Source: an optimization exercise on an open RTL-to-GDS flow (aim: small area, a short achievable clock period and few clock cycles). Production flows keep margins and buffers that such runs may drop.
Only simulation tests tie the RTL to the original design; equivalence was not proved.
No activity file was given, so power comes from the tool's default toggle rates.

## flow/config.mk

```make
export PLATFORM = sky130hd
export DESIGN_NAME = mrpt_mr
export DESIGN_NICKNAME = mrpt_mr
export VERILOG_FILES = /design/flow/design.v
export SDC_FILE = /design/flow/constraint.sdc
export NUM_CORES = 4
export LEC_CHECK = 0
export CAP_MARGIN = 20
export CORE_MARGIN = 2
export CORE_UTILIZATION = 40
export SLEW_MARGIN = 20
```

## flow/constraint.sdc

```tcl
create_clock -name core_clock -period 11.0 [get_ports {clk}]
set_input_delay 2.2000 -clock core_clock [delete_from_list [all_inputs] [get_ports {clk}]]
set_output_delay 2.2000 -clock core_clock [all_outputs]
set_load 0.01 [all_outputs]
```

## flow/design.v

```verilog
module mont_mul (
    input  wire [65:0] s,
    input  wire [65:0] c,
    input  wire        ci,
    input  wire [1:0]  d,
    input  wire [64:0] b,
    input  wire [63:0] n,
    output wire [65:0] so,
    output wire [65:0] co,
    output wire        cio
);
    wire [1:0] pb = {(d[1] & b[0]) ^ (d[0] & b[1]), d[0] & b[0]};
    wire [1:0] u  = s[1:0] + c[1:0] + pb + {1'b0, ci};
    wire [1:0] q  = n[1] ? u : {u[1] ^ u[0], u[0]};
    wire [67:0] pp0 = d[0] ? {3'b000, b}       : 68'd0;
    wire [67:0] pp1 = d[1] ? {2'b00, b, ci}    : {67'd0, ci};
    wire [67:0] qq0 = q[0] ? {4'b0000, n}      : 68'd0;
    wire [67:0] qq1 = q[1] ? {3'b000, n, 1'b0} : 68'd0;
    wire [67:0] s0  = {2'b00, s};
    wire [67:0] c0  = {2'b00, c};
    wire [67:0] s1 = s0 ^ c0 ^ pp0;
    wire [67:0] c1 = {((s0 & c0) | (s0 & pp0) | (c0 & pp0)), 1'b0};
    wire [67:0] s2 = s1 ^ c1 ^ pp1;
    wire [67:0] c2 = {((s1 & c1) | (s1 & pp1) | (c1 & pp1)), 1'b0};
    wire [67:0] s3 = s2 ^ c2 ^ qq0;
    wire [67:0] c3 = {((s2 & c2) | (s2 & qq0) | (c2 & qq0)), 1'b0};
    wire [67:0] s4 = s3 ^ c3 ^ qq1;
    wire [67:0] c4 = {((s3 & c3) | (s3 & qq1) | (c3 & qq1)), 1'b0};
    assign so  = s4[67:2];
    assign co  = c4[67:2];
    assign cio = s4[1];
endmodule
module mrpt_mr (
    input  wire        clk,
    input  wire        rst,
    input  wire        start,
    input  wire [1:0]  wsel,
    input  wire [63:0] p,
    output reg         busy,
    output reg         done,
    output reg         res,
    output reg         err,
    output reg  [23:0] aux
);
    localparam [255:0] SIEVE_PRIME =
        256'h08028228800800a28028208820a00a08800228a20208828828208a20a08a28ac;
    localparam [63:0] CASCADE_BOUND = 64'd1795265022;
    localparam [63:0] SIEVE_LEN     = 64'd255;
    localparam [3:0] S_IDLE  = 4'd0,
                     S_CHECK = 4'd1,
                     S_TZ    = 4'd2,
                     S_MSB   = 4'd3,
                     S_WIT   = 4'd4,
                     S_CONV  = 4'd5,
                     S_NEXT  = 4'd6,
                     S_MUL   = 4'd7,
                     S_CPA   = 4'd8;
    localparam [1:0] P_LOOP = 2'd0,    
                     P_SQS  = 2'd1,    
                     P_CHK  = 2'd2;    
    localparam [1:0] D_X = 2'd0, D_A = 2'd1, D_ONE = 2'd2;
    reg [3:0]  state;
    reg [63:0] n;         
    reg [1:0]  ws;        
    reg        casc;
    reg [1:0]  ewr;       
    reg [5:0]  s;         
    reg [5:0]  msb;       
    reg [5:0]  idx;       
    reg [5:0]  jc;        
    reg [2:0]  widx;
    reg        sq;        
    reg [6:0]  cnt;       
    reg [1:0]  ph;
    reg [1:0]  dsel;
    reg [64:0] x;         
    reg [64:0] ar;        
    reg [65:0] acc_s;
    reg [65:0] acc_c;
    reg        acc_ci;
    reg [1:0]  dig;
    function [30:0] witness(input w64, input [2:0] i);
        begin
            if (w64) begin
                case (i)
                    3'd0:    witness = 31'd2;
                    3'd1:    witness = 31'd325;
                    3'd2:    witness = 31'd9375;
                    3'd3:    witness = 31'd28178;
                    3'd4:    witness = 31'd450775;
                    3'd5:    witness = 31'd9780504;
                    default: witness = 31'd1795265022;
                endcase
            end else begin
                case (i)
                    3'd0:    witness = 31'd2;
                    3'd1:    witness = 31'd7;
                    default: witness = 31'd61;
                endcase
            end
        end
    endfunction
    wire range_err = (ws == 2'd0) ? (n[63:8]  != 56'd0) :
                     (ws == 2'd1) ? (n[63:16] != 48'd0) :
                     (ws == 2'd2) ? (n[63:32] != 32'd0) : 1'b0;
    wire do_casc   = (ws == 2'd3) && (n < CASCADE_BOUND);
    wire [1:0] ews = do_casc ? 2'd2 : ws;
    wire nbit = n[idx];
    wire       is64 = (ewr == 2'd3);              
    wire [5:0] dlen = 6'd4 << ewr;                
    wire [6:0] wtop = (7'd8 << ewr) - 7'd1;    
    wire last_wit = is64 ? (widx == 3'd6) : (widx == 3'd2);
    wire [65:0] xmn = {1'b0, x} - {2'b00, n};
    wire [64:0] dbl = xmn[65] ? {x[63:0], 1'b0} : {xmn[63:0], 1'b0};
    wire [65:0] st_s, st_c;
    wire        st_ci;
    mont_mul u_step (
        .s   (acc_s),
        .c   (acc_c),
        .ci  (acc_ci),
        .d   (dig),
        .b   (x),
        .n   (n),
        .so  (st_s),
        .co  (st_c),
        .cio (st_ci)
    );
    wire [65:0] sum = acc_s + acc_c + {65'd0, acc_ci};
    wire [67:0] dpad  = {3'b000, (dsel == D_A) ? ar : x};
    wire [1:0]  dnext = (dsel == D_ONE) ? 2'b00 : dpad[{cnt[5:0] + 6'd1, 1'b0} +: 2];
    wire a_one = (ar == 65'd1);
    wire a_nm1 = (ar == {1'b0, n[63:1], 1'b0});
    reg [1:0]  go_dsel;
    reg [1:0]  x0;
    task launch(input [1:0] ds, input [1:0] phase);
        begin
            go_dsel = ds;
            dsel   <= ds;
            ph     <= phase;
            cnt    <= 7'd0;
            state  <= S_MUL;
        end
    endtask
    task loop_step;
        begin
            if (idx == s) begin
                jc <= 6'd0;
                launch(D_ONE, P_CHK);
            end else begin
                idx <= idx - 6'd1;
                sq  <= 1'b1;
                launch(D_X, P_LOOP);
            end
        end
    endtask
    task start_witness;
        begin
            x     <= {34'd0, witness(is64, widx)};
            cnt   <= {dlen, 1'b0} + 7'd2;
            state <= S_CONV;
        end
    endtask
    task finish(input r, input e, input [23:0] ax);
        begin
            res   <= r;
            err   <= e;
            aux   <= ax;
            done  <= 1'b1;
            busy  <= 1'b0;
            state <= S_IDLE;
        end
    endtask
    always @(posedge clk) begin
        go_dsel = D_X;
        x0      = x[1:0];
        case (state)
            S_IDLE: begin
                n  <= p;
                ws <= wsel;
                if (start) begin
                    busy  <= 1'b1;
                    done  <= 1'b0;
                    state <= S_CHECK;
                end
            end
            S_CHECK: begin
                casc <= do_casc;
                ewr  <= ews;
                idx  <= 6'd1;
                widx <= 3'd0;
                if (range_err) begin
                    finish(1'b0, 1'b1, 24'd0);
                end else if (n == 64'd1 || n[0] == 1'b0) begin
                    finish(n == 64'd2, 1'b0, 24'h0000F0);
                end else if (n < SIEVE_LEN) begin
                    finish(SIEVE_PRIME[n[7:0]], 1'b0,
                           {16'h0000, 4'hF, 1'b0, do_casc, 2'd1});
                end else begin
                    state <= S_TZ;
                end
            end
            S_TZ: begin
                if (nbit) begin
                    s     <= idx;
                    idx   <= wtop[5:0];
                    state <= S_MSB;
                end else begin
                    idx <= idx + 6'd1;
                end
            end
            S_MSB: begin
                if (nbit) begin
                    msb   <= idx;
                    state <= S_WIT;
                end else begin
                    idx <= idx - 6'd1;
                end
            end
            S_WIT: start_witness;
            S_CONV: begin
                x   <= dbl;
                ar  <= dbl;
                cnt <= cnt - 7'd1;
                if (cnt == 7'd1) begin
                    idx   <= msb;
                    sq    <= 1'b0;
                    ph    <= P_LOOP;
                    state <= S_NEXT;
                end
            end
            S_NEXT: begin
                if (ph == P_LOOP) begin
                    if (sq && nbit) begin
                        sq <= 1'b0;               
                        x  <= dbl;
                    end else begin
                        loop_step;
                    end
                end else begin
                    if (a_nm1 || (jc == 6'd0 && a_one)) begin
                        if (last_wit) begin
                            finish(1'b1, 1'b0, {2'b00, s, 8'h00, 4'hF, 1'b0, casc, 2'd2});
                        end else begin
                            widx  <= widx + 3'd1;
                            state <= S_WIT;
                        end
                    end else if (a_one || jc + 6'd1 >= s) begin
                        finish(1'b0, 1'b0, {2'b00, s, 8'h00, 1'b0, widx, 1'b0, casc, 2'd2});
                    end else begin
                        jc <= jc + 6'd1;
                        launch(D_X, P_SQS);
                    end
                end
            end
            S_MUL: begin
                cnt <= cnt + 7'd1;
                if (cnt[5:0] == dlen)
                    state <= S_CPA;
            end
            S_CPA: begin
                x0 = sum[1:0];
                if (ph == P_CHK) begin
                    ar    <= sum[64:0];
                    state <= S_NEXT;
                end else begin
                    x <= sum[64:0];
                    if (ph == P_SQS) begin
                        launch(D_ONE, P_CHK);
                    end else if (sq && nbit) begin
                        if (widx == 3'd0) begin
                            state <= S_NEXT;       
                        end else begin
                            sq <= 1'b0;
                            launch(D_A, P_LOOP);
                        end
                    end else begin
                        loop_step;
                    end
                end
            end
            default: state <= S_IDLE;
        endcase
        acc_s  <= (state == S_MUL) ? st_s  : 66'd0;
        acc_c  <= (state == S_MUL) ? st_c  : 66'd0;
        acc_ci <= (state == S_MUL) ? st_ci : 1'b0;
        dig    <= (state == S_MUL)    ? dnext :
                  (go_dsel == D_X)    ? x0 :
                  (go_dsel == D_A)    ? ar[1:0] : 2'b01;
        if (rst) begin
            state <= S_IDLE;
            busy  <= 1'b0;
            done  <= 1'b0;
        end
    end
endmodule
```

## flow/flow/run.sh

```bash
#!/bin/bash
# Layout: the standard ORFS flow (standard.sh, unchanged synthesis and
# steps), with repair_timing asked for a larger setup margin so that it keeps
# improving the critical paths below the 11 ns constraint. The SDC (clock
# period, I/O delays, loads) is the standard flow's, unchanged.
set -euo pipefail
bash standard.sh SETUP_SLACK_MARGIN=7.5 finish > standard_flow.log 2>&1
```

## flow/standard.sh

```bash
#!/bin/bash
# synth_recipe.tcl (not shown) runs the flow's synth.tcl, then flattens the netlist and writes it again
# the make line also repeats each setting of config.mk as NAME=value (left out here)
make -C /OpenROAD-flow-scripts/flow DESIGN_CONFIG=/design/flow/config.mk WORK_HOME=/design/flow/orfs CLKGATE_MAP_FILE= SYNTH_SCRIPT=/design/flow/synth_recipe.tcl "${@:-finish}"
```

==> results of run 1 <==
[sequential cells by signal, summed over array words and instances, names as in the netlist, 2 cells and up]
signal and flops:
s 6, ewr 2, acc_c 66, dsel 2, widx 3, dig 2, cnt 7, msb 6
x 65, ws 2, n 64, idx 6, state 4, ph 2, jc 6, aux 13
ar 65, acc_s 66
[cell usage after synthesis, types with 31 or more instances]
cell type	instances	area share
inv_1	384	0.043
nand2_1	383	0.043
fa_1	260	0.16
edfxtp_1	253	0.23
a21oi_1	228	0.034
and2_1	214	0.040
nor2_1	183	0.021
o21ai_0	177	0.027
ha_1	157	0.059
clkbuf_1	144	0.016
dfxtp_1	141	0.085
xnor2_1	104	0.027
xor2_1	88	0.023
a21o_1	78	0.018
mux4_2	61	0.041
nand3_1	58	0.0087
nand4_1	50	0.0094
nor4_1	45	0.0084
mux2i_1	34	0.010
nor3_1	31	0.0047
[cell families (layout without fill, tap and decap cells)]
group / count (synthesis) / after routing / synth area share
adders and majority gates: 417 / 417 / 0.215
DFF: 394 / 394 / 0.313
xor gates and xnor gates: 192 / 192 / 0.0504
and+or+nand+nor: 1074 / 1074 / 0.157
muxes: 100 / 100 / 0.0531
AOI/OAI and AO/OA: 766 / 766 / 0.145
other: 1 / 12 / 0.000113
buffers and inverters: 569 / 804 / 0.0664
[worst max-delay path: stages (launching register included)]
cell and delay, ns:
edfxtp_1 0.50, ha_4 0.34, nand2_4 0.05, or3_4 0.38, o311ai_4 0.33, a41o_1 0.35, a221oi_4 0.12, o22ai_4 0.23
o31ai_4 0.09, buf_4 0.14, buf_6 0.10, or2_4 0.24, o21ai_4 0.22, buf_12 0.19, mux2i_4 0.24, mux2i_1 0.10
[through the flow]
| stage | cells | power [W] |
|---|---|---|
| 2_1_floorplan | 3523 | 0.00254 |
| 3_3_place_gp | 4523 | 0.00290 |
| 3_5_place_dp | 4523 | 0.00290 |
| 4_1_cts | 4766 | 0.00506 |
| 5_1_grt | 4828 | 0.00540 |
| 6_report | 4829 | 0.00519 |
[metal layers]
layer  wire length, um  GRT usage  vias to the layer above
met2             53900      0.434                     1201
li1                  -          -                    12600
met1             47600      0.357                    14000
met5                 8          0                        -
met3              9710     0.0505                      281
met4              4990      0.100                        2
[power by group through the flow]
stage / Combinational (W) / Sequential, W / Clock (W)
2_1_floorplan: 0.000778 / 0.00177 / 0
3_3_place_gp: 0.00103 / 0.00187 / 0
3_5_place_dp: 0.00103 / 0.00187 / 0
4_1_cts: 0.00144 / 0.00180 / 0.00182
5_1_grt: 0.00172 / 0.00181 / 0.00187
6_report: 0.00160 / 0.00180 / 0.00179
[worst max-delay path by stage]
stage           start  cells after the start  endpoint  slack (ns)
4_1_cts        acc_ci                     16     x[62]        7.01
3_5_place_dp     n[2]                     15      x[5]        6.03
6_report        x[11]                     15    ar[41]        7.06
5_1_grt          n[1]                     17     ar[1]        7.02
3_3_place_gp     n[6]                     15      x[9]        6.18
2_1_floorplan    n[1]                     17    ar[34]        7.37
[cell type report]
type	instances	area, sq um
diodes	1	2.50
clock buffers	75	1550
clock inverters	21	231
fillers	7529	40800
inverters	387	1470
multi-input cells	2560	23100
flip-flops and latches	394	10400
well taps	1070	1340
repair buffers	321	3330
[repair_timing]
action | in CTS | in global routing
gates cloned | 15 | 3
buffers inserted | 132 | 59
endpoints found under the setup margin | 420 | 242
resized for setup | 423 | 153
pin swaps | 112 | 66
[cells in the final DEF (no fill, tap or decap), drive strengths merged, types with 10 or more instances in the layout]
| master | count |
|---|---|
| a211oi | 14 |
| a21boi | 10 |
| a21o | 78 |
| a21oi | 228 |
| a221oi | 11 |
| a31oi | 25 |
| and2 | 214 |
| and3 | 26 |
| buf | 234 |
| clkbuf | 77 |
| clkdlybuf4s50 | 68 |
| clkinv | 14 |
| conb | 11 |
| dfxtp | 141 |
| edfxtp | 253 |
| fa | 260 |
| ha | 157 |
| inv | 390 |
| mux2i | 34 |
| mux4 | 61 |
| nand2 | 383 |
| nand2b | 19 |
| nand3 | 58 |
| nand4 | 50 |
| nor2 | 183 |
| nor2b | 26 |
| nor3 | 31 |
| nor4 | 45 |
| o211ai | 23 |
| o21a | 15 |
| o21ai | 189 |
| o21bai | 26 |
| o221ai | 23 |
| o22ai | 23 |
| o31ai | 17 |
| xnor2 | 104 |
| xor2 | 88 |
==> impl_metrics.json, run 1 <==
{
  "avgSynthCellArea_sq_um": 9.49,
  "drc": 0,
  "min_to": "done",
  "grt_pass1_wl_mm": 176,
  "hold_viol": 0,
  "switching_share": 0.333,
  "drtPass1Iterations": 5,
  "drt-total-wl_mm": 116,
  "internal_power_w": 0.00347,
  "period_needed_ns": 3.94,
  "tns_ns": 0,
  "syn-cell-area_sq_mm": 0.0333,
  "avgViaCountPerCell": 5.82,
  "comb_power_share": 0.308,
  "cp.required_ns": 11.31,
  "cts_buffer_depth": 3,
  "cp_max_fo": 6,
  "clockPowerShare": 0.344,
  "die_area_sq_mm": 0.0857,
  "final_cell_area_sq_mm": 0.0414,
  "finish.utilization": 0.504,
  "start_util": 0.405,
  "path_class": "flop to flop",
  "tightest_slew_ns": 1.02,
  "powerDensity_mw_per_mm2": 125,
  "ant_nets": 0,
  "pin_count": 97,
  "grt_start_max_net_pins": 77,
  "nets": 4201,
  "synth-edff-count": 253,
  "hold_path_depth": 2,
  "pwr-share-seq": 0.347,
  "cp_data_arrival_time_ns": 4.26,
  "place_area_sq_mm": 0.0352,
  "vdd_ir_drop_max_uv": 125,
  "relSlewSlack": 0.318,
  "root_buffer": "clkbuf_16",
  "r2r_slack_ns": 7.06,
  "ys.flop_type": "edfxtp_1",
  "h-tree-depth": 2,
  "grt.total_usage": 0.268,
  "yosys_warnings": 1,
  "synth_cell_types": 86,
  "tritoncts": "done",
  "gp_congestion": 0.973,
  "end_kind": "flop",
  "finalSetupViolations": 0,
  "vias": 28100,
  "core_area_sq_mm": 0.0822,
  "dp_slack_ns": 6.03,
  "area_delta_synth_final_pct": 24.3,
  "io_buffers": 85,
  "p_sw_w": 0.00173,
  "fin_ws_ns": 7.06,
  "drv_slew": 0,
  "fmax_ghz": 0.254,
  "die_w_um": 293,
  "synth.yosys.seq_area_share": 0.313,
  "r2r-end": "ar[41]",
  "hpwl_mm": 81.6,
  "cts.sink_count": 394,
  "reg2reg_from": "x[11]",
  "cts_hold_buf": 0,
  "startpoint_type": "flop",
  "rsz0062_at_grt": "true",
  "worstHoldPathType": "flop to flop",
  "clk-insertion-delay-late_ns": 0.62,
  "rows": 105,
  "grt_pass1_vias": 28300,
  "cap_violations": 0,
  "wl_per_cell_um": 24.1,
  "antenna_found_initial": 3,
  "cts_buffers": 51,
  "synth.ff_latch_count": 394,
  "synthCells": 3513,
  "worst_hold_slack_ns": 0.468,
  "period_share": 0.359,
  "hold_start": "done",
  "leakage_nw": 16.3,
  "drtIter0Drc": 2442,
  "ys_async_sr_fraction": 0,
  "outcome": "no timing/DRC/antenna violations",
  "reg2reg_depth": 15,
  "clkTransAtPathRegs_ns": 0.06,
  "overflow": 0,
  "finalClockSkew_ns": 0.0243,
  "drive_gt1_frac": 0.192,
  "die_y_um": 293
}
Testbench counts, summed over its fixed seeds: cycles 1,678,691.
==> run 2: changes to the inputs <==
--- a/flow/design.v
+++ b/flow/design.v
@@ -56,3 +56,5 @@
                      S_MUL   = 4'd7,
-                     S_CPA   = 4'd8;
+                     S_CPA   = 4'd8,
+                     S_LD    = 4'd9,
+                     S_DBL   = 4'd10;
     localparam [1:0] P_LOOP = 2'd0,    
@@ -61,2 +63,7 @@
     localparam [1:0] D_X = 2'd0, D_A = 2'd1, D_ONE = 2'd2;
+    localparam [2:0] A_ZERO = 3'd0,    
+                     A_STEP = 3'd1,    
+                     A_WIT  = 3'd2,    
+                     A_DBL  = 3'd3,    
+                     A_X    = 3'd4;    
     reg [3:0]  state;
@@ -110,6 +117,5 @@
     wire [5:0] dlen = 6'd4 << ewr;                
-    wire [6:0] wtop = (7'd8 << ewr) - 7'd1;    
+    wire [6:0] wtop = (7'd8 << ewr) - 7'd1;       
     wire last_wit = is64 ? (widx == 3'd6) : (widx == 3'd2);
-    wire [65:0] xmn = {1'b0, x} - {2'b00, n};
-    wire [64:0] dbl = xmn[65] ? {x[63:0], 1'b0} : {xmn[63:0], 1'b0};
+    wire [30:0] wval = witness(is64, widx);
     wire [65:0] st_s, st_c;
@@ -128,2 +134,3 @@
     wire [65:0] sum = acc_s + acc_c + {65'd0, acc_ci};
+    wire [64:0] dbl = sum[65] ? {acc_s[63:0], 1'b0} : {sum[63:0], 1'b0};
     wire [67:0] dpad  = {3'b000, (dsel == D_A) ? ar : x};
@@ -134,2 +141,3 @@
     reg [1:0]  x0;
+    reg [2:0]  aload;
     task launch(input [1:0] ds, input [1:0] phase);
@@ -155,9 +163,2 @@
     endtask
-    task start_witness;
-        begin
-            x     <= {34'd0, witness(is64, widx)};
-            cnt   <= {dlen, 1'b0} + 7'd2;
-            state <= S_CONV;
-        end
-    endtask
     task finish(input r, input e, input [23:0] ax);
@@ -175,2 +176,3 @@
         x0      = x[1:0];
+        aload   = A_ZERO;
         case (state)
@@ -218,8 +220,12 @@
             end
-            S_WIT: start_witness;
+            S_WIT: begin
+                aload = A_WIT;
+                cnt   <= {dlen, 1'b0} + 7'd2;
+                state <= S_CONV;
+            end
             S_CONV: begin
                 x   <= dbl;
-                ar  <= dbl;
                 cnt <= cnt - 7'd1;
                 if (cnt == 7'd1) begin
+                    ar    <= dbl;
                     idx   <= msb;
@@ -228,12 +234,19 @@
                     state <= S_NEXT;
+                end else begin
+                    aload = A_DBL;
                 end
             end
+            S_LD: begin
+                aload = A_X;
+                state <= S_DBL;
+            end
+            S_DBL: begin
+                x  <= dbl;
+                x0 = dbl[1:0];
+                sq <= 1'b0;
+                loop_step;
+            end
             S_NEXT: begin
                 if (ph == P_LOOP) begin
-                    if (sq && nbit) begin
-                        sq <= 1'b0;               
-                        x  <= dbl;
-                    end else begin
-                        loop_step;
-                    end
+                    loop_step;
                 end else begin
@@ -255,2 +268,3 @@
             S_MUL: begin
+                aload = A_STEP;
                 cnt <= cnt + 7'd1;
@@ -270,3 +284,3 @@
                         if (widx == 3'd0) begin
-                            state <= S_NEXT;       
+                            state <= S_LD;         
                         end else begin
@@ -282,8 +296,12 @@
         endcase
-        acc_s  <= (state == S_MUL) ? st_s  : 66'd0;
-        acc_c  <= (state == S_MUL) ? st_c  : 66'd0;
-        acc_ci <= (state == S_MUL) ? st_ci : 1'b0;
-        dig    <= (state == S_MUL)    ? dnext :
-                  (go_dsel == D_X)    ? x0 :
-                  (go_dsel == D_A)    ? ar[1:0] : 2'b01;
+        case (aload)
+            A_STEP:  begin acc_s <= st_s;              acc_c <= st_c;          acc_ci <= st_ci; end
+            A_WIT:   begin acc_s <= {35'd0, wval};     acc_c <= {2'b11, ~n};   acc_ci <= 1'b1;  end
+            A_DBL:   begin acc_s <= {1'b0, dbl};       acc_c <= {2'b11, ~n};   acc_ci <= 1'b1;  end
+            A_X:     begin acc_s <= {1'b0, x};         acc_c <= {2'b11, ~n};   acc_ci <= 1'b1;  end
+            default: begin acc_s <= 66'd0;             acc_c <= 66'd0;         acc_ci <= 1'b0;  end
+        endcase
+        dig <= (state == S_MUL)    ? dnext :
+               (go_dsel == D_X)    ? x0 :
+               (go_dsel == D_A)    ? ar[1:0] : 2'b01;
         if (rst) begin
==> run 2 against run 1 <==
Die area shrank 7.5%. Hold slack gained 0.043 ns. Global-route usage grew 0.41 points. Sequential share of layout area grew 2.2 points. Power grew 32%. Synthesized cell count shrank 9.8%. Via count shrank 8.2%. Core utilization shrank 0.21 points. Maximum frequency grew 8.0%. Register-to-register slack gained 0.29 ns. First-iteration DRC count shrank 3.4%. Critical path depth grew 1. Highest routed layer is now met4.
==> impl_metrics.json, run 2 <==
{
  "cts_hold_buf": 0,
  "cp.required_ns": 11.31,
  "avgViaCountPerCell": 5.84,
  "overflow": 0,
  "synthTopCellsByCount": "nand2_1 (373), inv_1 (367), fa_1 (259)",
  "rows": 101,
  "crit_buf_inv": 5,
  "synth-edff-count": 253,
  "grt_pass1_vias": 25400,
  "synthTopCellsByArea": "edfxtp_1 (25%), fa_1 (17%), dfxtp_1 (9.2%)",
  "clk-insertion-delay-late_ns": 0.61,
  "die_w_um": 282,
  "ant_nets": 0,
  "drtIter0Drc": 2360,
  "hold_viol": 0,
  "grt_pass1_wl_mm": 161,
  "fmax_ghz": 0.274,
  "synth_top_cell_by_area": "edfxtp_1",
  "powerDensity_mw_per_mm2": 180,
  "area_delta_synth_final_pct": 23.8,
  "antenna_found_initial": 1,
  "tns_ns": 0,
  "drv_slew": 0,
  "yosysMostFrequentCell": "nand2_1",
  "worstHoldPathType": "flop to flop",
  "tightest_slew_ns": 1.18,
  "worst_hold_slack_ns": 0.512,
  "cts.sink_count": 394,
  "top_regs": "acc_c (66), acc_s (66)",
  "io_buffers": 85,
  "cp_max_fo": 8,
  "end_kind": "flop",
  "wl_per_cell_um": 24.7,
  "synth.yosys.seq_area_share": 0.338,
  "relSlewSlack": 0.213,
  "core_area_sq_mm": 0.0761,
  "gp_congestion": 0.966,
  "root_buffer": "clkbuf_16",
  "startpoint_type": "flop",
  "cts_buffer_depth": 3,
  "path_cells": "fa_2 > buf_6 > a21oi_4 > nand4b_1 > a211oi_4 > o2111a_2 > o21ai_4 > a211oi_4 > buf_6 > nor2_4 > xor2_4 > buf_12 > buf_12 > buf_16 > mux2i_4 > a21oi_1",
  "period_needed_ns": 3.65,
  "drtPass1Iterations": 8,
  "vias": 25800,
  "grt.total_usage": 0.272,
  "finalSetupViolations": 0,
  "nets": 3763,
  "outcome": "no timing/DRC/antenna violations",
  "cap_violations": 0,
  "tritoncts": "done",
  "leakage_nw": 14.6,
  "rsz0062_at_grt": "true",
  "cpPeakStageDelay_ns": 0.42,
  "drc": 0,
  "die_area_sq_mm": 0.0793,
  "start_util": 0.405,
  "hpwl_mm": 72.7,
  "die_y_um": 282,
  "yosys_warnings": 1,
  "r2r_slack_ns": 7.35,
  "cts_buffers": 48,
  "path_class": "flop to flop",
  "path_delay_family": "compound AO/OA/AOI/OAI gates",
  "final_common_cell": "nand2_1",
  "cp_data_arrival_time_ns": 3.96,
  "synth_cell_types": 89,
  "final_cell_mix": "nand2_1 (353), inv_1 (349), edfxtp_1 (253)",
  "fillers": 6911,
  "clkTransAtPathRegs_ns": 0.06,
  "avgSynthCellArea_sq_um": 9.72,
  "ys_async_sr_fraction": 0,
  "vdd_ir_drop_max_uv": 166,
  "ys.flop_type": "edfxtp_1",
  "pin_count": 97,
  "finalClockSkew_ns": 0.0189,
  "h-tree-depth": 2,
  "grt_start_max_net_pins": 79,
  "synthCells": 3169,
  "drive_gt1_frac": 0.199,
  "period_share": 0.332,
  "slowest_stage": "fa_2",
  "synth_top_area_frac": 0.247,
  "syn-cell-area_sq_mm": 0.0308,
  "synth.ff_latch_count": 394,
  "drt-total-wl_mm": 109
}
-- run 2: changes by cell type after synthesis, moves of 51 or more --
cell / delta
o21ai_1: +54
ha_1: -67
a22oi_1: +51
and2_1: -84
a21oi_1: -51
a21o_1: -51
-- run 2: layout make-up --
type / instances / area, sq um / area share
Antenna cell: 2 / 5.00 / 0.000131
Clock buffer: 62 / 1330 / 0.0347
Timing Repair Buffer: 292 / 3290 / 0.0862
Inverter: 370 / 1390 / 0.0365
Clock inverter: 28 / 332 / 0.00869
Tap cell: 1030 / 1290 / 0.0338
Multi-Input combinational cell: 2239 / 20100 / 0.526
Sequential cell: 394 / 10500 / 0.274
-- run 2: per-stage QoR --
| step | cells | area (sq um) | utilization | setup slack, ns | power, W |
|---|---|---|---|---|---|
| 6_report | 4417 | 38200 | 0.502 | 7.35 | 0.00686 |
| 4_1_cts | 4333 | 36300 | 0.478 | 7.42 | 0.00652 |
| 2_1_floorplan | 3179 | 30900 | - | 7.50 | 0.00366 |
| 5_1_grt | 4415 | 38100 | 0.501 | 7.22 | 0.00718 |
| 3_3_place_gp | 4146 | 32500 | 0.427 | 6.18 | 0.00451 |
| 3_5_place_dp | 4147 | 32500 | 0.427 | 6.08 | 0.00453 |
-- run 2: power breakdown --
part	internal [W]	switching, W
clock network	0.000998	0.000697
logic	0.00123	0.00161
registers	0.00189	0.000443
total	0.00411	0.00275
-- run 2: per-layer routing --
layer  track usage  part of all wire  up-vias
met5             0                 0        -
met4         0.116             0.050        0
met3        0.0765              0.11      268
met2         0.415              0.44     1363
met1         0.364              0.40    12900
li1              -                 -    11300
-- run 2: final timing paths --
kind,startpoint,end,depth (start not counted)
max,acc_s[0],x[15],16
min,busy,busy,2
max reg2reg,acc_s[0],x[15],16
min reg2reg,busy,busy,2
-- run 2: cells by family (layout without fill, tap and decap cells) --
family,count (synthesis),count (layout),synth area share
flops,394,394,0.338
simple gates,929,929,0.143
xor+xnor,137,138,0.0396
buf+inv,547,752,0.0705
mux,133,133,0.0645
fa+ha+maj,349,349,0.205
compound gates,679,679,0.139
other cells,1,13,0.000122
-- run 2: worst reg2reg max path, stage by stage (launching register included) --
cell and delay [ns]:
dfxtp_4 0.35, fa_2 0.42, buf_6 0.14, a21oi_4 0.13
nand4b_1 0.21, a211oi_4 0.11, o2111a_2 0.34, o21ai_4 0.19
a211oi_4 0.08, buf_6 0.14, nor2_4 0.14, xor2_4 0.21
buf_12 0.16, buf_12 0.14, buf_16 0.19, mux2i_4 0.28
a21oi_1 0.13
-- run 2: timing repair --
| action | 4_1_cts | 5_1_grt |
|---|---|---|
| setup buffers | 81 | 77 |
| pin swaps | 42 | 133 |
| cloned | 15 | 5 |
| setup endpoints to repair | 314 | 295 |
| resized for setup | 254 | 258 |
Testbench counts of run 2, summed over its fixed seeds: cycles 1,678,691.
==> run 3: changes to the inputs <==
--- a/flow/design.v
+++ b/flow/design.v
@@ -49,3 +49,2 @@
     localparam [3:0] S_IDLE  = 4'd0,
-                     S_CHECK = 4'd1,
                      S_TZ    = 4'd2,
@@ -178,12 +177,6 @@
         case (state)
-            S_IDLE: begin
+            S_IDLE: if (!busy) begin
                 n  <= p;
                 ws <= wsel;
-                if (start) begin
-                    busy  <= 1'b1;
-                    done  <= 1'b0;
-                    state <= S_CHECK;
-                end
-            end
-            S_CHECK: begin
+            end else begin
                 casc <= do_casc;
@@ -296,2 +289,6 @@
         endcase
+        if (!busy && start) begin
+            busy <= 1'b1;
+            done <= 1'b0;
+        end
         case (aload)
==> run 3 against run 2 <==
Still clean. Via count increased by 5.2%. Combinational power decreased by about 40%. Non-clock buffer count decreased by 62. Synthesized area rose by 2.3%. Clock skew up 0.013 ns. Sequential cell count did not move. Worst setup slack improved by 0.078 ns. Critical path depth fell by 4. Highest routed layer is now met5.
==> impl_metrics.json, run 3 <==
{
  "outcome": "no timing/DRC/antenna violations",
  "clkTransAtPathRegs_ns": 0.07,
  "vias": 27100,
  "synth.ff_latch_count": 394,
  "clk-insertion-delay-late_ns": 0.62,
  "slowest_stage": "fa_1",
  "finalSetupViolations": 0,
  "final_common_cell": "inv_1",
  "h-tree-depth": 2,
  "switching_share": 0.370,
  "avgSynthCellArea_sq_um": 9.60,
  "fin_ws_ns": 7.43,
  "overflow": 0,
  "ys_async_sr_fraction": 0,
  "cts_buffers": 49,
  "finalClockSkew_ns": 0.0319,
  "reg2reg_depth": 12,
  "area_delta_synth_final_pct": 20.8,
  "hold_start": "done",
  "reg2reg_from": "dig[0]",
  "cts_buffer_depth": 3,
  "root_buffer": "clkbuf_16",
  "cts_hold_buf": 0,
  "path_class": "flop to flop",
  "powerDensity_mw_per_mm2": 148,
  "synth_top_area_frac": 0.241,
  "comb_power_share": 0.303,
  "fmax_ghz": 0.280,
  "hold_viol": 0,
  "synth-edff-count": 253,
  "place_inst": 4266,
  "grt.total_usage": 0.286,
  "drv_slew": 0,
  "worst_hold_slack_ns": 0.468,
  "synthTopCellsByArea": "edfxtp_1 (24%), fa_1 (16%), dfxtp_1 (9.0%)",
  "relSlewSlack": 0.249,
  "synth.yosys.seq_area_share": 0.331,
  "core_area_sq_mm": 0.0777,
  "nets": 3809,
  "io_buffers": 85,
  "drive_gt1_frac": 0.177,
  "cp_max_fo": 8,
  "crit_path_end": "acc_s[57]",
  "pin_count": 97,
  "leakage_nw": 14.8,
  "drtPass1Iterations": 6,
  "period_needed_ns": 3.57,
  "finalNonFillerCells": 4474,
  "startpoint_type": "flop",
  "path_cells": "buf_6 > buf_6 > buf_16 > buf_12 > nand2_4 > fa_2 > fa_1 > inv_1 > fa_1 > fa_1 > a22o_1 > a21o_1",
  "drtIter0Drc": 3367,
  "yosys_warnings": 1,
  "synth_cell_types": 97,
  "rows": 102,
  "end_kind": "flop",
  "die_w_um": 285,
  "start_util": 0.406,
  "drt-total-wl_mm": 120,
  "drc": 0,
  "cpPeakStageDelay_ns": 0.51,
  "ys.flop_type": "edfxtp_1",
  "syn-cell-area_sq_mm": 0.0315,
  "rsz0062_at_grt": "true",
  "period_share": 0.325,
  "synthTopCellsByCount": "inv_1 (385), nand2_1 (358), fa_1 (259)",
  "top_regs": "acc_c (66), acc_s (66)",
  "cp.required_ns": 11.52,
  "wl_per_cell_um": 26.9,
  "final_cell_mix": "inv_1 (356), nand2_1 (328), edfxtp_1 (253)",
  "die_area_sq_mm": 0.0811,
  "avgViaCountPerCell": 6.07,
  "worstHoldPathType": "flop to flop",
  "cp_data_arrival_time_ns": 4.10,
  "dp_slack_ns": 6.64,
  "tightest_slew_ns": 1.12,
  "hpwl_mm": 80.2,
  "tritoncts": "done",
  "synthCells": 3285,
  "antenna_found_initial": 9,
  "tns_ns": 0,
  "synth_top_cell_by_area": "edfxtp_1",
  "grt_pass1_wl_mm": 173,
  "cts.sink_count": 394,
  "r2r-end": "acc_s[57]",
  "yosysMostFrequentCell": "inv_1",
  "die_y_um": 285,
  "cp_common_cell": "fa_1",
  "vdd_ir_drop_max_uv": 147,
  "clockPowerShare": 0.314,
  "pwr-share-seq": 0.382,
  "grt_pass1_vias": 26000,
  "grt_start_max_net_pins": 75,
  "critPathLaunch": "dig[0]",
  "cap_violations": 0,
  "r2r_slack_ns": 7.43,
  "internal_power_w": 0.00354,
  "p_sw_w": 0.00209,
  "ant_nets": 0,
  "gp_congestion": 0.986
}
run 3: cell types whose count changed after synthesis, moves of 17 or more:
cell and change:
o21ai_0 +24, inv_1 +18, nor2_1 -20, xnor2_1 -19, nand3_1 +21, a21oi_1 +17
xor2_1 +17, nor3_1 +19, o21ai_1 -17
run 3: how the worst min path moves through the flow:
stage / to / slack, ns / cells past startpoint
after floorplan: msb[2] / 0.44 / 0
after global placement: done / 0.45 / 1
after detailed placement: done / 0.46 / 1
after CTS: done / 0.47 / 1
after global routing: done / 0.49 / 1
final: done / 0.47 / 1
run 3: cells by family after synthesis:
logic type               synth area share
AO/OA/AOI/OAI                       0.149
XOR/XNOR                           0.0372
adder cells (fa/ha/maj)             0.200
buffers and inverters              0.0729
flip-flops                          0.331
multiplexers                       0.0626
other                            0.000119
AND/OR/NAND/NOR                     0.148
run 3: repair_timing:
item / CTS / global route
resized for setup: 194 / 271
setup endpoints to repair: 321 / 239
buffers inserted: 49 / 44
gates cloned: 15 / 7
pin swaps: 70 / 169
run 3: final cells by class:
| class | instances | area [sq um] |
|---|---|---|
| Fill cell | 7100 | 39600 |
| Multi-Input combinational cell | 2329 | 20500 |
| Sequential cell | 394 | 10500 |
| Timing Repair Buffer | 230 | 2650 |
| Inverter | 388 | 1470 |
| Clock buffer | 60 | 1350 |
| Tap cell | 1040 | 1300 |
| Clock inverter | 31 | 373 |
| Antenna cell | 2 | 5.00 |
run 3: per-layer routing:
metal  GRT usage  up-vias  routed length, um
met4       0.140        6               7190
met2       0.430     1629              52000
li1            -    11600                  -
met5           0        -                 42
met3      0.0652      398              13400
met1       0.389    13500              47700
run 3: critical path, delay by kind of cell (launching register included):
| family | cells | cell delay (ns) |
|---|---|---|
| simple gates | 1 | 0.05 |
| flops | 1 | 0.46 |
| fa+ha+maj | 4 | 1.93 |
| buf+inv | 5 | 0.62 |
| compound gates | 2 | 0.42 |
run 3: per-stage QoR:
step	cell area, sq um	power [W]	utilization
final	38100	0.00563	0.490
after floorplan	31600	0.00293	-
after global routing	38100	0.00581	0.490
after detailed placement	33200	0.00353	0.427
after global placement	33200	0.00353	0.427
after CTS	36400	0.00546	0.469
run 3: power by group through the flow:
stage               Combinational, W  Clock (W)  Sequential (W)
finish                       0.00171    0.00177         0.00215
global route                 0.00182    0.00183         0.00215
CTS                          0.00153    0.00178         0.00215
detailed placement           0.00132          0         0.00221
global placement             0.00132          0         0.00221
floorplan                   0.000995          0         0.00193
Testbench counts of run 3, summed over its fixed seeds: cycles 1,678,691.
==> run 4: changes to the inputs <==
--- a/flow/design.v
+++ b/flow/design.v
@@ -71,3 +71,2 @@
     reg        casc;
-    reg [1:0]  ewr;       
     reg [5:0]  s;         
@@ -75,3 +74,2 @@
     reg [5:0]  idx;       
-    reg [5:0]  jc;        
     reg [2:0]  widx;
@@ -114,5 +112,6 @@
     wire nbit = n[idx];
-    wire       is64 = (ewr == 2'd3);              
-    wire [5:0] dlen = 6'd4 << ewr;                
-    wire [6:0] wtop = (7'd8 << ewr) - 7'd1;       
+    wire       is64 = (ws == 2'd3);               
+    wire [5:0] dlen = 6'd4 << ws;                 
+    wire [6:0] wtop = (7'd8 << ws) - 7'd1;        
+    wire [5:0] jc   = idx;
     wire last_wit = is64 ? (widx == 3'd6) : (widx == 3'd2);
@@ -153,3 +152,3 @@
             if (idx == s) begin
-                jc <= 6'd0;
+                idx <= 6'd0;
                 launch(D_ONE, P_CHK);
@@ -182,3 +181,3 @@
                 casc <= do_casc;
-                ewr  <= ews;
+                ws   <= ews;
                 idx  <= 6'd1;
@@ -255,3 +254,3 @@
                     end else begin
-                        jc <= jc + 6'd1;
+                        idx <= idx + 6'd1;
                         launch(D_X, P_SQS);
--- a/flow/config.mk
+++ b/flow/config.mk
@@ -9,3 +9,4 @@
 export CORE_MARGIN = 2
-export CORE_UTILIZATION = 40
+export CORE_UTILIZATION = 55
+export PLACE_DENSITY = 0.7
 export SLEW_MARGIN = 20
==> run 4 against run 3 <==
Maximum frequency down 5.0%. Non-clock buffer count increased by 9. Clock power is 15% lower. Register-to-register slack worse by 0.19 ns. Critical path depth rose by 3. Count of clock-buffer cells in the layout unchanged. Combinational power is 5% lower. Largest cell class unchanged. Synthesized area shrank 3.7%. Highest routed layer is now met4. Sequential cell count shrank 8. Sequential power shrank 2%. Core utilization up 17 points.
==> impl_metrics.json, run 4 <==
{
  "root_buffer": "clkbuf_16",
  "outcome": "no timing/DRC/antenna violations",
  "clk-insertion-delay-late_ns": 0.59,
  "final_common_cell": "inv_1",
  "grt_pass1_wl_mm": 160,
  "worstHoldPathType": "flop to flop",
  "io_buffers": 85,
  "synthCells": 3115,
  "r2r-end": "acc_s[6]",
  "wl_met3_mm": 15.1,
  "die_w_um": 239,
  "core_area_sq_mm": 0.0549,
  "pin_count": 97,
  "finish.utilization": 0.658,
  "worst_hold_slack_ns": 0.465,
  "tns_ns": 0,
  "cts_buffer_depth": 3,
  "tightest_slew_ns": 1.04,
  "hpwl_mm": 73.1,
  "finalClockSkew_ns": 0.0122,
  "hold_start": "done",
  "grt.total_usage": 0.377,
  "p_total_w": 0.00523,
  "rows": 86,
  "grt_pass1_vias": 25300,
  "fmax_ghz": 0.266,
  "avgViaCountPerCell": 6.57,
  "end_kind": "flop",
  "antenna_found_initial": 2,
  "hold_path_depth": 1,
  "cap_violations": 0,
  "cts.sink_count": 386,
  "switching_share": 0.360,
  "reg2reg_from": "x[0]",
  "powerDensity_mw_per_mm2": 145,
  "cp_data_arrival_time_ns": 4.20,
  "relSlewSlack": 0.305,
  "leakage_nw": 13.8,
  "clkTransAtPathRegs_ns": 0.06,
  "internal_power_w": 0.00335,
  "drtPass1Iterations": 8,
  "synth_top_cell_by_area": "edfxtp_1",
  "area_delta_synth_final_pct": 18.9,
  "r2r_slack_ns": 7.24,
  "top_regs": "acc_c (66), acc_s (66)",
  "drv_slew": 0,
  "overflow": 0,
  "grt_start_max_net_pins": 76,
  "comb_power_share": 0.310,
  "finalSetupViolations": 0,
  "cts_buffers": 45,
  "final_cell_mix": "inv_1 (379), nand2_1 (344), fa_1 (256)",
  "die_y_um": 239,
  "synth.yosys.seq_area_share": 0.335,
  "min_to": "done",
  "cp_max_fo": 7,
  "period_needed_ns": 3.76,
  "path_class": "flop to flop",
  "die_area_sq_mm": 0.0571,
  "nets": 3657,
  "synth.ff_latch_count": 386,
  "ant_nets": 0,
  "tritoncts": "done",
  "synth_cell_types": 79,
  "startpoint_type": "flop",
  "pwr-share-seq": 0.401,
  "cp.required_ns": 11.44,
  "drt-total-wl_mm": 110,
  "hold_viol": 0,
  "dp_slack_ns": 6.47,
  "wl_per_cell_um": 27.7,
  "vdd_ir_drop_max_uv": 151,
  "period_share": 0.342,
  "ys_async_sr_fraction": 0,
  "wl_met2_mm": 47.1,
  "synth_top_area_frac": 0.242,
  "rsz0062_at_grt": "true",
  "drc": 0,
  "yosysMostFrequentCell": "inv_1",
  "synthTopCellsByArea": "edfxtp_1 (24%), fa_1 (17%), dfxtp_1 (9.3%)",
  "syn-cell-area_sq_mm": 0.0304,
  "drive_gt1_frac": 0.158,
  "start_util": 0.553,
  "fin_ws_ns": 7.24,
  "synth-edff-count": 245,
  "gp_congestion": 1.04,
  "h-tree-depth": 2,
  "p_sw_w": 0.00188,
  "clockPowerShare": 0.289,
  "drt-met1-wl_mm": 40.9,
  "reg2reg_depth": 15,
  "vias": 26100,
  "ys.flop_type": "edfxtp_1",
  "yosys_warnings": 1,
  "highest_layer": "met4",
  "synthTopCellsByCount": "inv_1 (385), nand2_1 (353), fa_1 (259)",
  "drtIter0Drc": 3509,
  "avgSynthCellArea_sq_um": 9.75
}
-- run 4: cell count changes in the layout (fill, tap and decap cells not counted), moves of 24 or more --
cell     before  now
a21oi_1     173  148
fa_1        232  256
inv_2        28    4
fa_2         27    3
mux2i_1      72   28
nand3_1      52   28
o21ai_1      53   19
-- run 4: timing repair --
item / 4_1_cts / 5_1_grt
hold buffers: 0 / 0
gates resized for setup: 200 / 196
endpoints found under the setup margin: 445 / 361
pin swaps: 38 / 63
buffers inserted: 55 / 51
cloned: 12 / 10
-- run 4: kinds of logic (layout without fill, tap and decap cells) --
kind of cell	Yosys count	in the layout	synth area share
buffers and inverters	560	708	0.0720
AO/OA/AOI/OAI	664	664	0.138
flip-flops	386	386	0.335
XOR/XNOR	125	125	0.0361
multiplexers	131	131	0.0687
adder cells (fa/ha/maj)	348	348	0.207
AND/OR/NAND/NOR	900	901	0.142
other	1	14	0.000124
-- run 4: final cells by class --
cell class	count	area, sq um
Multi-Input combinational cell	2180	19400
Fill cell	4335	18800
Clock inverter	21	205
Sequential cell	386	10200
Timing Repair Buffer	239	2730
Antenna cell	3	7.51
Inverter	388	1470
Clock buffer	60	1210
Tap cell	704	881
-- run 4: worst max path at each step --
stage	cells after the start	slack, ns	to	from
floorplan	12	7.52	acc_s[45]	dig[0]
global placement	12	6.54	acc_s[6]	x[0]
detailed placement	13	6.47	x[16]	acc_s[0]
CTS	15	7.34	acc_s[6]	x[0]
global route	15	7.16	acc_s[6]	x[0]
finish	15	7.24	acc_s[6]	x[0]
-- run 4: critical path, cell delays in order, from the launching register on --
cell      delay [ns]
edfxtp_1        0.39
and2_4          0.16
fa_1            0.52
ha_4            0.20
xnor2_2         0.13
xnor2_1         0.20
xnor2_1         0.12
buf_4           0.17
xnor2_4         0.25
buf_12          0.16
and2_4          0.14
fa_1            0.44
a22oi_2         0.23
nand3_2         0.14
a31oi_4         0.25
o21ai_1         0.10
-- run 4: power groups by stage --
| stage | logic, W | clock network (W) | registers, W |
|---|---|---|---|
| floorplan | 0.000920 | 0 | 0.00190 |
| global placement | 0.00121 | 0 | 0.00213 |
| detailed placement | 0.00125 | 0 | 0.00214 |
| CTS | 0.00143 | 0.00151 | 0.00208 |
| global route | 0.00173 | 0.00156 | 0.00210 |
| finish | 0.00162 | 0.00151 | 0.00210 |
-- run 4: metal layers --
layer,vias to the layer above,global-route usage
met5,-,0
met4,0,0.184
met3,447,0.111
met2,1866,0.561
met1,12800,0.506
li1,11000,-
-- run 4: through the flow --
stage	area (sq um)	std cells
2_1_floorplan	30400	3125
3_3_place_gp	31700	3769
3_5_place_dp	31700	3769
4_1_cts	34600	3917
5_1_grt	36100	3980
6_report	36100	3981
Testbench counts of run 4, summed over its fixed seeds: cycles 1,678,691.
==> run 5: changes to the inputs <==
--- a/flow/design.v
+++ b/flow/design.v
@@ -132,3 +132,3 @@
     wire [65:0] sum = acc_s + acc_c + {65'd0, acc_ci};
-    wire [64:0] dbl = sum[65] ? {acc_s[63:0], 1'b0} : {sum[63:0], 1'b0};
+    wire [64:0] dbl = sum[65] ? {acc_c[63:0], 1'b0} : {sum[63:0], 1'b0};
     wire [67:0] dpad  = {3'b000, (dsel == D_A) ? ar : x};
@@ -294,5 +294,5 @@
             A_STEP:  begin acc_s <= st_s;              acc_c <= st_c;          acc_ci <= st_ci; end
-            A_WIT:   begin acc_s <= {35'd0, wval};     acc_c <= {2'b11, ~n};   acc_ci <= 1'b1;  end
-            A_DBL:   begin acc_s <= {1'b0, dbl};       acc_c <= {2'b11, ~n};   acc_ci <= 1'b1;  end
-            A_X:     begin acc_s <= {1'b0, x};         acc_c <= {2'b11, ~n};   acc_ci <= 1'b1;  end
+            A_WIT:   begin acc_s <= {2'b11, ~n};   acc_c <= {35'd0, wval};     acc_ci <= 1'b1;  end
+            A_DBL:   begin acc_s <= {2'b11, ~n};   acc_c <= {1'b0, dbl};       acc_ci <= 1'b1;  end
+            A_X:     begin acc_s <= {2'b11, ~n};   acc_c <= {1'b0, x};         acc_ci <= 1'b1;  end
             default: begin acc_s <= 66'd0;             acc_c <= 66'd0;         acc_ci <= 1'b0;  end
--- a/flow/config.mk
+++ b/flow/config.mk
@@ -9,4 +9,3 @@
 export CORE_MARGIN = 2
-export CORE_UTILIZATION = 55
-export PLACE_DENSITY = 0.7
+export CORE_UTILIZATION = 40
 export SLEW_MARGIN = 20
==> run 5 against run 4 <==
Critical path depth increased by 5. Cell area rose by 5.2%. Power is 84% higher. Worst setup slack better by 0.046 ns. Maximum frequency rose by 1.2%. Core utilization fell by 16 points. Global-route usage shrank 11 points. Sequential share of layout area down 1.5 points. Largest cell class unchanged. Clock skew rose by 0.0085 ns. Cell count up 8.8%. Synthesized area is 0.33% higher. First-iteration DRC count shrank 26%.
==> impl_metrics.json, run 5 <==
{
  "grt_pass1_wl_mm": 162,
  "relSlewSlack": 0.293,
  "ant_nets": 0,
  "cp_data_arrival_time_ns": 4.03,
  "grt.total_usage": 0.272,
  "synthTopCellsByArea": "edfxtp_1 (24%), fa_1 (17%), dfxtp_1 (9.3%)",
  "worstHoldPathType": "flop to flop",
  "antenna_found_initial": 4,
  "synthTopCellsByCount": "inv_1 (362), nand2_1 (316), fa_1 (259)",
  "tns_ns": 0,
  "drc": 0,
  "tritoncts": "done",
  "period_share": 0.338,
  "pin_count": 97,
  "finalSetupViolations": 0,
  "synth_cell_types": 87,
  "gp_congestion": 0.946,
  "synth_compound_area_frac": 0.146,
  "synth-simple-area-share": 0.146,
  "cts_buffer_depth": 3,
  "cts.sink_count": 386,
  "overflow": 0,
  "yosys_warnings": 1,
  "synth_fa_ha_area_frac": 0.207,
  "ys_async_sr_fraction": 0,
  "hold_viol": 0,
  "rsz0062_at_grt": "true",
  "vias": 25800,
  "start_util": 0.402,
  "die_w_um": 280,
  "nets": 3730,
  "io_buffers": 85,
  "period_needed_ns": 3.71,
  "synthCells": 3132,
  "yosysMostFrequentCell": "inv_1",
  "synth_mux_area_frac": 0.0611,
  "final_cell_mix": "inv_1 (359), nand2_1 (310), fa_1 (257)",
  "cpPeakStageDelay_ns": 0.44,
  "startpoint_type": "flop",
  "clk-insertion-delay-late_ns": 0.61,
  "cp_max_fo": 3,
  "hold_path_depth": 1,
  "worst_hold_slack_ns": 0.463,
  "outcome": "no timing/DRC/antenna violations",
  "die_area_sq_mm": 0.0784,
  "top_regs": "acc_c (66), acc_s (66)",
  "clkTransAtPathRegs_ns": 0.06,
  "tightest_slew_ns": 1.06,
  "synth_top_area_frac": 0.242,
  "cp_common_cell": "buf_4",
  "vdd_ir_drop_max_uv": 253,
  "cap_violations": 0,
  "drtPass1Iterations": 5,
  "synth_top_cell_by_area": "edfxtp_1",
  "reg2reg_depth": 20,
  "root_buffer": "clkbuf_16",
  "fmax_ghz": 0.269,
  "wl_per_cell_um": 25.2,
  "yosys.area_share.xor_xnor": 0.0354,
  "ys.flop_type": "edfxtp_1",
  "area_delta_synth_final_pct": 24.7,
  "h-tree-depth": 2,
  "path_class": "flop to flop",
  "fin_ws_ns": 7.29,
  "die_y_um": 280,
  "drtIter0Drc": 2608,
  "syn-cell-area_sq_mm": 0.0305,
  "dp_slack_ns": 6.23,
  "final_common_cell": "inv_1",
  "synth_top_family_by_area": "adder cells",
  "cts_buffers": 48,
  "drive_gt1_frac": 0.199,
  "leakage_nw": 14.7,
  "hpwl_mm": 72.9,
  "synth-edff-count": 245,
  "avgViaCountPerCell": 5.96,
  "finalClockSkew_ns": 0.0207,
  "drt-total-wl_mm": 109,
  "grt_start_max_net_pins": 81,
  "powerDensity_mw_per_mm2": 253,
  "synth.yosys.seq_area_share": 0.334,
  "grt_pass1_vias": 25100,
  "slowest_stage": "fa_2",
  "avgSynthCellArea_sq_um": 9.72,
  "end_kind": "flop",
  "cp.required_ns": 11.32,
  "drv_slew": 0,
  "synth.ff_latch_count": 386,
  "path_cells": "fa_2 > a211oi_4 > o21bai_2 > buf_4 > buf_4 > buf_4 > buf_4 > buf_4 > buf_4 > buf_4 > buf_4 > buf_4 > buf_4 > buf_4 > a21oi_4 > o21ai_1 > xnor2_1 > buf_4 > mux2i_4 > a21oi_4",
  "core_area_sq_mm": 0.0757,
  "rows": 101
}
-- run 5: kinds of logic after synthesis --
kind of cell               Yosys count
other                                1
muxes                              106
adders and majority gates          349
xor gates and xnor gates           123
DFF                                386
AOI/OAI and AO/OA                  711
buffers and inverters              544
and+or+nand+nor                    912
-- run 5: per-layer routing --
| metal | up-vias | GRT usage | wire length, um |
|---|---|---|---|
| met5 | - | 0 | 13 |
| met4 | 2 | 0.108 | 5170 |
| met3 | 263 | 0.0410 | 10200 |
| met2 | 1306 | 0.429 | 49800 |
| met1 | 13000 | 0.378 | 44100 |
| li1 | 11300 | - | - |
-- run 5: area by class of cell --
| class | count | area [sq um] |
|---|---|---|
| Antenna cell | 2 | 5.00 |
| Timing Repair Buffer | 299 | 3280 |
| Sequential cell | 386 | 10200 |
| Clock inverter | 21 | 263 |
| Clock buffer | 66 | 1350 |
| Multi-Input combinational cell | 2215 | 20300 |
| Fill cell | 6790 | 37700 |
| Inverter | 363 | 1370 |
| Tap cell | 978 | 1220 |
-- run 5: what timing repair did --
item / 4_1_cts / 5_1_grt
hold buffers: 0 / 0
endpoints found under the setup margin: 317 / 275
gates cloned: 12 / 7
pin swaps: 36 / 80
resized for setup: 260 / 310
endpoints found under the hold margin: 0 / 0
buffers inserted: 85 / 78
-- run 5: worst max-delay path: cells and delay by family (launching register included) --
kind / cells / cell delay [ns]
adders and majority gates: 1 / 0.44
AOI/OAI and AO/OA: 5 / 0.75
muxes: 1 / 0.18
xor gates and xnor gates: 1 / 0.16
DFF: 1 / 0.35
buffers and inverters: 12 / 1.57
-- run 5: where the power goes --
part | total, W | switching [W] | internal, W
sequential | 0.00242 | 0.000487 | 0.00193
clock | 0.00168 | 0.000681 | 0.000996
combinational | 0.00551 | 0.00310 | 0.00241
total | 0.00960 | 0.00427 | 0.00533
-- run 5: worst paths after layout --
path                            startpoint    end  slack [ns]
worst max-delay path                acc_ci  ar[8]        7.29
worst min-delay path                  done   done        0.46
worst max register to register      acc_ci  ar[8]        7.29
worst min register to register        done   done        0.46
-- run 5: metrics by stage --
| step | util | cell area [sq um] | cells | power [W] |
|---|---|---|---|---|
| after floorplan | - | 30500 | 3142 | 0.00540 |
| after global placement | 0.425 | 32200 | 4059 | 0.00673 |
| after detailed placement | 0.425 | 32200 | 4059 | 0.00677 |
| after CTS | 0.473 | 35800 | 4243 | 0.00907 |
| after global routing | 0.502 | 38000 | 4329 | 0.0103 |
| final | 0.502 | 38000 | 4330 | 0.00960 |
Testbench counts of run 5, summed over its fixed seeds: cycles 1,678,691.
==> run 6: changes to the inputs <==
--- a/flow/design.v
+++ b/flow/design.v
@@ -61,3 +61,3 @@
                      P_CHK  = 2'd2;    
-    localparam [1:0] D_X = 2'd0, D_A = 2'd1, D_ONE = 2'd2;
+    localparam [1:0] D_X = 2'd0, D_A = 2'd1, D_ONE = 2'd2, D_W = 2'd3;
     localparam [2:0] A_ZERO = 3'd0,    
@@ -76,2 +76,3 @@
     reg        sq;        
+    reg        fm;        
     reg [6:0]  cnt;       
@@ -106,2 +107,14 @@
     endfunction
+    function fewable(input w64, input [2:0] i);
+        fewable = w64 ? (i == 3'd1 || i == 3'd2 || i == 3'd3) :
+                        (i == 3'd1 || i == 3'd2);
+    endfunction
+    function [5:0] fewlen(input w64, input [2:0] i);    
+        begin
+            if (w64)
+                fewlen = (i == 3'd1) ? 6'd4 : 6'd7;    
+            else
+                fewlen = (i == 3'd1) ? 6'd1 : 6'd3;    
+        end
+    endfunction
     wire range_err = (ws == 2'd0) ? (n[63:8]  != 56'd0) :
@@ -133,4 +146,6 @@
     wire [64:0] dbl = sum[65] ? {acc_c[63:0], 1'b0} : {sum[63:0], 1'b0};
-    wire [67:0] dpad  = {3'b000, (dsel == D_A) ? ar : x};
+    wire [67:0] dpad  = (dsel == D_W) ? {37'd0, wval} : {3'b000, (dsel == D_A) ? ar : x};
     wire [1:0]  dnext = (dsel == D_ONE) ? 2'b00 : dpad[{cnt[5:0] + 6'd1, 1'b0} +: 2];
+    wire [5:0]  klen  = fewlen(is64, widx);
+    wire        few   = fewable(is64, widx);
     wire a_one = (ar == 65'd1);
@@ -144,2 +159,3 @@
             dsel   <= ds;
+            fm     <= (ds == D_W);
             ph     <= phase;
@@ -235,6 +251,11 @@
             S_DBL: begin
-                x  <= dbl;
-                x0 = dbl[1:0];
-                sq <= 1'b0;
-                loop_step;
+                x   <= dbl;
+                cnt <= cnt - 7'd1;
+                if (cnt == 7'd1) begin
+                    x0 = dbl[1:0];
+                    sq <= 1'b0;
+                    loop_step;
+                end else begin
+                    aload = A_DBL;
+                end
             end
@@ -262,3 +283,3 @@
                 cnt <= cnt + 7'd1;
-                if (cnt[5:0] == dlen)
+                if (cnt[5:0] == (fm ? klen : dlen))
                     state <= S_CPA;
@@ -276,2 +297,3 @@
                         if (widx == 3'd0) begin
+                            cnt   <= 7'd1;
                             state <= S_LD;         
@@ -279,4 +301,7 @@
                             sq <= 1'b0;
-                            launch(D_A, P_LOOP);
+                            launch(few ? D_W : D_A, P_LOOP);
                         end
+                    end else if (fm) begin
+                        cnt   <= {klen, 1'b0} + 7'd2;    
+                        state <= S_LD;
                     end else begin
@@ -301,3 +326,4 @@
                (go_dsel == D_X)    ? x0 :
-               (go_dsel == D_A)    ? ar[1:0] : 2'b01;
+               (go_dsel == D_A)    ? ar[1:0] :
+               (go_dsel == D_W)    ? wval[1:0] : 2'b01;
         if (rst) begin
==> run 6 against run 5 <==
Still clean. Via count grew 7.1%. Combinational power decreased by 92%. Synthesized cell count is 8.1% higher. Clock power down 3%. Core utilization fell by 0.94 points. Clock skew rose by 0.0048 ns. Sequential cell count up 1. Power down 61%. Critical endpoint is now ar[47].
==> impl_metrics.json, run 6 <==
{
  "start_util": 0.405,
  "die_w_um": 284,
  "synthTopCellsByArea": "edfxtp_1 (24%), fa_1 (17%), dfxtp_1 (9.0%)",
  "reg2reg_from": "acc_c[0]",
  "final_common_cell": "nand2_1",
  "switching_share": 0.278,
  "cp_common_cell": "buf_4",
  "r2r_slack_ns": 7.25,
  "internal_power_w": 0.00273,
  "ant_nets": 0,
  "vdd_ir_drop_max_uv": 133,
  "cts_hold_buf": 0,
  "yosysMostFrequentCell": "nand2_1",
  "area_delta_synth_final_pct": 21.6,
  "h-tree-depth": 2,
  "period_needed_ns": 3.75,
  "drive_gt1_frac": 0.178,
  "cts_buffer_depth": 3,
  "end_kind": "flop",
  "cp_max_fo": 3,
  "synth.ff_latch_count": 387,
  "synthCells": 3387,
  "hold_path_depth": 1,
  "relSlewSlack": 0.201,
  "drt-total-wl_mm": 118,
  "wl_per_cell_um": 25.7,
  "comb_power_share": 0.116,
  "drtIter0Drc": 3073,
  "synth_top_area_frac": 0.235,
  "cp_data_arrival_time_ns": 4.15,
  "finalSetupViolations": 0,
  "hpwl_mm": 76.6,
  "clkTransAtPathRegs_ns": 0.06,
  "hold_viol": 0,
  "synth-edff-count": 246,
  "place_area_sq_mm": 0.0331,
  "tightest_slew_ns": 1.19,
  "tns_ns": 0,
  "die_y_um": 284,
  "grt_start_max_net_pins": 137,
  "tritoncts": "done",
  "synth_top_cell_by_area": "edfxtp_1",
  "yosys_warnings": 1,
  "pin_count": 97,
  "final_cell_area_sq_mm": 0.0382,
  "hold_start": "done",
  "synthTopCellsByCount": "nand2_1 (371), inv_1 (360), fa_1 (259)",
  "drtPass1Iterations": 6,
  "synth.yosys.seq_area_share": 0.325,
  "fillers": 7360,
  "overflow": 0,
  "antenna_found_initial": 8,
  "r2r-end": "ar[47]",
  "reg2reg_depth": 17,
  "diodes": 0,
  "core_area_sq_mm": 0.0776,
  "clockPowerShare": 0.432,
  "grt_busiest_layer": "met2",
  "grt_use_met3": 0.0395,
  "final_cell_mix": "nand2_1 (360), inv_1 (351), edfxtp_1 (246)",
  "powerDensity_mw_per_mm2": 98.9,
  "grt.total_usage": 0.268,
  "seq_area_sq_mm": 0.0102,
  "avgViaCountPerCell": 6.01,
  "ys.flop_type": "edfxtp_1",
  "startpoint_type": "flop",
  "grt_pass1_wl_mm": 166,
  "ys_async_sr_fraction": 0,
  "top_regs": "acc_c (66), acc_s (66)",
  "finalClockSkew_ns": 0.0255,
  "leakage_nw": 15.0,
  "path_class": "flop to flop",
  "cts.sink_count": 387,
  "drc": 0,
  "gp_congestion": 0.981,
  "rsz0062_at_grt": "true",
  "p_sw_w": 0.00105,
  "cp.required_ns": 11.40,
  "cpPeakStageDelay_ns": 0.39,
  "multi_input_area_sq_mm": 0.0206,
  "die_area_sq_mm": 0.0808,
  "root_buffer": "clkbuf_16",
  "clk-insertion-delay-late_ns": 0.62,
  "gr-usage-met2": 0.428,
  "worstHoldPathType": "flop to flop",
  "pwr-share-seq": 0.452,
  "nets": 3946,
  "syn-cell-area_sq_mm": 0.0314,
  "avgSynthCellArea_sq_um": 9.27,
  "slowest_stage": "fa_2",
  "min_to": "done",
  "grt_pass1_vias": 26600,
  "met1_usage": 0.362,
  "vias": 27600,
  "io_buffers": 85,
  "synth_cell_types": 97,
  "period_share": 0.341,
  "fmax_ghz": 0.267,
  "rows": 102,
  "cap_violations": 0,
  "outcome": "no timing/DRC/antenna violations",
  "cts_buffers": 48,
  "path_cells": "fa_2 > inv_2 > fa_2 > nor2b_4 > o211ai_1 > buf_4 > a311oi_2 > buf_4 > buf_4 > o2111ai_2 > a21oi_4 > buf_4 > nor2_1 > o21ai_0 > xnor2_1 > a21oi_2 > a21oi_1",
  "drv_slew": 0
}
## run 6: layout make-up
type | count | area share
clock inverter | 33 | 0.00806
multi-input combinational | 2454 | 0.540
inverter | 360 | 0.0356
timing repair buffer | 271 | 0.0814
clock buffer | 55 | 0.0332
sequential | 387 | 0.268
tap | 1040 | 0.0341
## run 6: per-stage QoR
stage	setup WS [ns]	hold WS [ns]	instances	power [W]	util
final	7.25	0.458	4600	0.00378	0.492
after detailed placement	6.36	0.456	4357	0.00212	0.427
after floorplan	7.51	0.439	3397	0.00192	-
after CTS	7.39	0.466	4501	0.00376	0.463
after global placement	6.45	0.452	4356	0.00212	0.426
after global routing	7.25	0.492	4600	0.00388	0.492
## run 6: metal layers
| layer | vias to the layer above | share of wire |
|---|---|---|
| li1 | 12000 | - |
| met1 | 13800 | 0.39 |
| met2 | 1543 | 0.45 |
| met3 | 350 | 0.096 |
| met4 | 2 | 0.055 |
| met5 | - | 0.00010 |
## run 6: timing repair
action                     4_1_cts  5_1_grt
gates resized for setup        158      308
pin swaps                       25      120
hold endpoints to repair         0        0
buffers inserted                47       79
setup endpoints to repair      389      303
cloned                           9       20
## run 6: worst max-delay path by stage
stage | startpoint | to | slack [ns] | cells past startpoint
6_report | acc_c[0] | ar[47] | 7.25 | 17
5_1_grt | acc_c[0] | ar[63] | 7.25 | 15
4_1_cts | acc_s[0] | x[63] | 7.39 | 15
3_5_place_dp | x[0] | acc_c[17] | 6.36 | 11
3_3_place_gp | x[0] | acc_c[17] | 6.45 | 11
2_1_floorplan | dig[0] | acc_c[56] | 7.51 | 12
## run 6: worst max-delay path, delay by kind of cell (launching register included)
family / cells / cell delay [ns]
AOI/OAI and AO/OA: 7 / 1.45
buffers and inverters: 5 / 0.70
adders and majority gates: 2 / 0.62
DFF: 1 / 0.36
xor gates and xnor gates: 1 / 0.21
and+or+nand+nor: 2 / 0.18
## run 6: cells by family after synthesis
logic type               share of synthesized area
adder cells (fa/ha/maj)                      0.203
XOR/XNOR                                    0.0404
AND/OR/NAND/NOR                              0.159
other                                     0.000119
multiplexers                                0.0346
buffers and inverters                       0.0707
AO/OA/AOI/OAI                                0.167
flip-flops                                   0.325
## run 6: power groups by stage
| stage | logic [W] | clock network, W | registers [W] |
|---|---|---|---|
| finish | 0.000440 | 0.00163 | 0.00171 |
| global route | 0.000469 | 0.00170 | 0.00171 |
| CTS | 0.000401 | 0.00165 | 0.00170 |
| detailed placement | 0.000377 | 0 | 0.00174 |
| global placement | 0.000375 | 0 | 0.00174 |
| floorplan | 0.000248 | 0 | 0.00167 |
Testbench counts of run 6, summed over its fixed seeds: cycles 1,607,632.

## static timing again, ports no longer ideal
Ports are ideal in the flow. The routed layouts listed here were re-timed in OpenROAD.
Step 1, drivers: a clkbuf_16 drives clk and a buf_2 each remaining input, both assumed.
Step 2 adds t to the input delays and takes it off the output delays; t is the mean of the earliest and latest rising clock arrival at the registers after step 1. Input paths then give back, and output paths get back, about the clock's delay inside the block.
a / b / c = ideal / step 1 / step 2; a / b = the first two.
| run | t, ns | setup WS [ns] | clock arrival spread, ns | worst register clock-pin slew, ns |
|---|---|---|---|---|
| run 1 | 0.677 | 7.056 / 7.056 / 7.046 | 0.025 / 0.025 | 0.06 / 0.06 |
| run 2 | 0.661 | 7.349 / 7.349 / 7.273 | 0.019 / 0.019 | 0.07 / 0.07 |
| run 3 | 0.675 | 7.427 / 7.427 / 7.427 | 0.033 / 0.033 | 0.07 / 0.07 |
| run 4 | 0.648 | 7.240 / 7.240 / 7.240 | 0.012 / 0.012 | 0.07 / 0.07 |
| run 5 | 0.667 | 7.286 / 7.286 / 7.286 | 0.021 / 0.021 | 0.06 / 0.06 |
| run 6 | 0.667 | 7.252 / 7.252 / 7.252 | 0.025 / 0.025 | 0.07 / 0.07 |
After both steps setup and hold are still met in every run listed. For run 2, which loses most, drivers alone change the setup slack by 0.000 ns; drivers and shift together by -0.076 ns.
